This design comes from an exercise in tuning for small area, a short achievable clock period and few clock cycles on the open sky130 flow, not from production work.
Where RTL was checked, it was by simulation tests only, not by an equivalence proof against the original.
Power figures rest on the tool's default switching activity, not on a simulated workload.

## h1_codec
module h1_codec (
    input  wire        clk,
    input  wire        rst,
    input  wire        cmd_valid,
    output wire        cmd_ready,
    input  wire [3:0]  cmd_code,
    input  wire        cmd_is_server,
    input  wire [2:0]  cmd_n,
    input  wire [15:0] cmd_len,
    input  wire [31:0] cmd_a,
    input  wire [31:0] cmd_b,
    input  wire        din_valid,
    output wire        din_ready,
    input  wire [31:0] din_data,
    output wire        rsp_valid,
    input  wire        rsp_ready,
    output wire [2:0]  rsp_status,
    output wire [31:0] rsp_data,
    output wire [31:0] rsp_data2,
    output wire [4:0]  rsp_info
);
==> flow/config.mk <==
export PLATFORM = sky130hd
export DESIGN_NAME = h1_codec
export DESIGN_NICKNAME = h1_codec
export VERILOG_FILES = /design/flow/design.v
export SDC_FILE = /design/flow/constraint.sdc
export NUM_CORES = 4
export LEC_CHECK = 0
export ABC_CLOCK_PERIOD_IN_PS = 2000
export CAP_MARGIN = 20
export CORE_MARGIN = 2
export CORE_UTILIZATION = 40
export PLACE_DENSITY = 0.6
export SETUP_SLACK_MARGIN = 2.6
export SLEW_MARGIN = 20
==> flow/constraint.sdc <==
create_clock -name core_clock -period 5.0 [get_ports {clk}]
set_input_delay 1.0000 -clock core_clock [delete_from_list [all_inputs] [get_ports {clk}]]
set_output_delay 1.0000 -clock core_clock [all_outputs]
set_load 0.01 [all_outputs]
standard.sh (not shown) runs the stock make flow with config.mk's settings and CLKGATE_MAP_FILE= SYNTH_SCRIPT=/design/flow/synth_recipe.tcl, a recipe that flattens the netlist after the stock synthesis.
==> flow/flow/run.sh <==
#!/bin/bash
# Layout flow: the standard flow (standard.sh: ORFS synthesis to the
# final layout, unchanged), with the I/O port buffers that global placement
# inserts made from sky130_fd_sc_hd__buf_2 instead of the resizer's default
# pick. Every port still gets its own buffer. The full output of the ORFS
# run goes to flow_standard.log in this folder; each tool's own log is kept
# by ORFS under orfs/logs/.
set -euo pipefail
export BUFFER_PORTS_ARGS="-buffer_cell sky130_fd_sc_hd__buf_2"
bash standard.sh > flow_standard.log 2>&1
Rerun with:
--- a/flow/design.v
+++ b/flow/design.v
@@ -204,19 +204,19 @@
     reg        dvalid;       
     reg        dfull, dseed;
     reg [1:0]  dlane;        
     reg [15:0] rem_proc;     
     reg        ok_r;
     reg        c_full;       
     reg        c_byte;       
     reg        c_trl;        
     reg        d_last;       
-    reg        seq_ne, seq_eq;
+    reg        seq_neg, seq_eq, seq_bo;
     reg [1:0]  trl_idx;      
     reg        rsp_valid_r, cmd_ready_r, din_ready_r;
     reg [2:0]  rsp_status_r;
     reg [4:0]  rsp_info_r;
     reg        sel_cfg, rsp_is_read;
     assign cmd_ready  = cmd_ready_r;
     assign din_ready  = din_ready_r;
     assign rsp_valid  = rsp_valid_r;
     assign rsp_status = rsp_status_r;
@@ -252,20 +252,20 @@
     wire        trl_eq   = (dreg[7:0] == crc_sel);
     wire        ok_next  = ok_r && !(c_trl && !trl_eq);
     wire        full_now = dvalid && dfull;
     wire        byte_now = dvalid && !dfull;
     wire        hi_nz    = (rem_proc[15:4] != 12'd0);
     wire [3:0]  lo       = rem_proc[3:0];
     wire        proc_gt4 = hi_nz || (lo > 4'd4);
     wire        dec4     = full_now && !dseed;
     wire        wdone    = full_now || (byte_now && ((dlane == 2'd3) || (lo[2:0] == 3'd1)));
-    wire [15:0] proc_nx  = dec4 ? (proc_gt4 ? rem_proc - 16'd4 : 16'd0) :
-                           byte_now ? rem_proc - 16'd1 : rem_proc;
+    wire [15:0] proc_nx  = dec4 ? (proc_gt4 ? {rem_proc[15:2] - 14'd1, rem_proc[1:0]} : 16'd0) :
+                           byte_now ? {12'd0, lo - 4'd1} : rem_proc;
     wire [3:0]  n4       = {1'b0, nreg} + 4'd4;
     wire        ge_n4_0  = hi_nz || (lo >= n4);
     wire        ge_n4_1  = hi_nz || (lo > n4);
     wire        ge_n4_4  = hi_nz || ({1'b0, lo} >= {1'b0, n4} + 5'd4);
     wire        gt_n_0   = (lo > {1'b0, nreg});
     wire        gt_n_1   = (lo > {1'b0, nreg} + 4'd1);
     wire        gt_n_4   = (lo > n4);
     wire        eq1_0    = (lo[2:0] == 3'd1);
     wire        eq1_1    = (lo[2:0] == 3'd2);
@@ -286,20 +286,22 @@
     wire        c_full_n = 1'b0;                      
     wire        c_byte_n = dvalid_n && cov_n;
     wire        c_trl_n  = dvalid_n && !cov_n;
     wire        c_full_f = nf_full && !drain;
     wire        c_byte_f = !nf_full && cov_n;
     wire        c_trl_f  = !nf_full && !cov_n;
     wire        rdy_n    = s_data && !data_end &&
                            (dvalid_n ? (need_c && ((dlane_n == 2'd3) || one_n)) : need_e);
     wire        rdy_f    = need_f && nf_full;
-    wire [15:0] seq_d    = rem_proc - dreg[15:0];
-    wire        seq_neg  = rem_proc[15] && seq_ne;   
+    wire [8:0]  seq_lo   = {1'b0, rem_proc[7:0]} - {1'b0, dreg[7:0]};
+    wire [7:0]  seq_hi   = rem_proc[15:8] - dreg[15:8] - {7'd0, seq_bo};
+    wire        seq_lt   = (rem_proc[14:0] < dreg[14:0]);
+    wire        seq_ne   = (rem_proc[14:0] != dreg[14:0]);
     wire s_data_nx  = t_direct ? i_crc : (s_data && !data_end) || (go_n && op_crc);
     wire s_exec_nx  = t_direct ? (i_seq || i_read) : (go_n && !op_crc);
     wire s_exec2_nx = s_exec && op_seq;
     wire s_pend_nx  = (take && !direct) || (s_pend && !rsp_ready);
     wire s_resp_nx  = t_direct ? !i_crc && !i_seq && !i_read :
                       !take && ((s_data && data_end) || (s_exec && !op_seq) || s_exec2 ||
                                 (s_resp && !rsp_ready));
     wire s_idle_nx  = !take && (s_idle || (s_resp && rsp_ready));
     always @(posedge clk) begin
@@ -366,19 +368,19 @@
             else
                 din_ready_r <= rdy_n;
             if (take && i_load && !i_nbad)
                 cfg_vld <= 1'b1;
             if (c_full)
                 crc_n <= ~t32_out;
             else if (c_byte)
                 crc_n <= ~byte_out;
             else if (s_exec2)
-                crc_n <= {{16{seq_neg}}, rem_proc};
+                crc_n <= {{16{seq_neg}}, seq_hi, rem_proc[7:0]};
             else if (s_exec && op_read)
                 crc_n <= cfg_seed_v;
             else if (rtake || (c_trl && d_last))
                 crc_n <= 32'd0;
             if (data_end) begin
                 rsp_status_r <= err;
                 rsp_info_r   <= {4'd0, op_ver && (err == ST_OK) && ok_next};
                 sel_cfg      <= 1'b0;
                 rsp_is_read  <= 1'b0;
@@ -415,22 +417,23 @@
         end
         if (take && i_load && !i_nbad) begin
             cfg_srv   <= cmd_is_server;
             cfg_proto <= cmd_b;
             cfg_seed  <= cmd_a;
             cfg_len   <= cmd_n;
         end
         trl_idx <= proc_nx[1:0] - 2'd1;
         if (s_exec) begin
-            seq_ne <= (rem_proc[14:0] != dreg[14:0]);
+            seq_neg <= (rem_proc[15] ^ dreg[15] ^ seq_lt) && seq_ne;
             seq_eq <= (rem_proc == dreg[15:0]);
+            seq_bo <= seq_lo[8];
         end
-        if (take) begin
+        if (cmd_ready_r) begin
             op_crc   <= i_crc;
             op_ver   <= i_ver;
             op_seq   <= i_seq;
             op_load  <= i_load;
             op_read  <= i_read;
             err      <= i_err;
             nreg     <= (i_crc && !i_ver) ? 3'd0 : cmd_n;
             drain    <= i_drain;
             ok_r     <= 1'b1;
@@ -439,20 +442,20 @@
             dseed    <= 1'b1;
             dlane    <= 2'd0;
             rem_proc <= i_seq ? cmd_b[15:0] : cmd_len;
         end else begin
             if (s_data) begin
                 rem_proc <= proc_nx;
                 ok_r     <= ok_next;
             end
             if (s_exec && op_seq)
-                rem_proc <= seq_d;
-            if (din_fire) begin
+                rem_proc[7:0] <= seq_lo[7:0];
+            if (din_ready_r) begin
                 dreg     <= din_data;
                 dfull    <= nf_full;
                 dseed    <= 1'b0;
                 dlane    <= 2'd0;
             end else if (byte_now) begin
                 dreg     <= dreg >> 8;
                 dlane    <= dlane_n;
             end
         end
Sequential power came out higher by 15%.
Total power came out higher by 65%.
Global-route usage came out lower by 1.2 points.
Critical path depth stays the same.
Final cell count came out lower by 3.2%.
Testbench counts after the change, summed over its fixed seeds: cycles 77,486.
The RTL of the first run of this note was laid out without a check of its function.

## what the ideal ports hide
No port has a modelled driver above. Below, the same layouts with a new extraction and two added sets of constraints.
Step 1: set_driving_cell puts a clkbuf_16 on clk and a buf_2 on each other input, an assumption about the parent block.
Step 2, shift: input delay + t, output delay - t, t = (earliest + latest rising clock arrival at the registers) / 2. This alone moves slack from input paths to output paths.
Three values: ideal ports, drivers, drivers and shift; two values: the first two.
run | shift t [ns] | setup WS [ns] | hold slack, ns | worst register clock-pin slew, ns | worst data-port slew with drivers (ns)
the first run | 0.502 | 2.438 / 2.438 / 2.046 | 0.464 / 0.464 / 0.464 | 0.08 / 0.08 | 0.05
the second run | 0.487 | 2.455 / 2.455 / 2.207 | 0.483 / 0.483 / 0.483 | 0.08 / 0.08 | 0.09
After both steps every run listed still meets setup and hold. For the first run, which loses most, drivers alone change the setup slack by 0.000 ns; drivers and shift together by -0.392 ns.
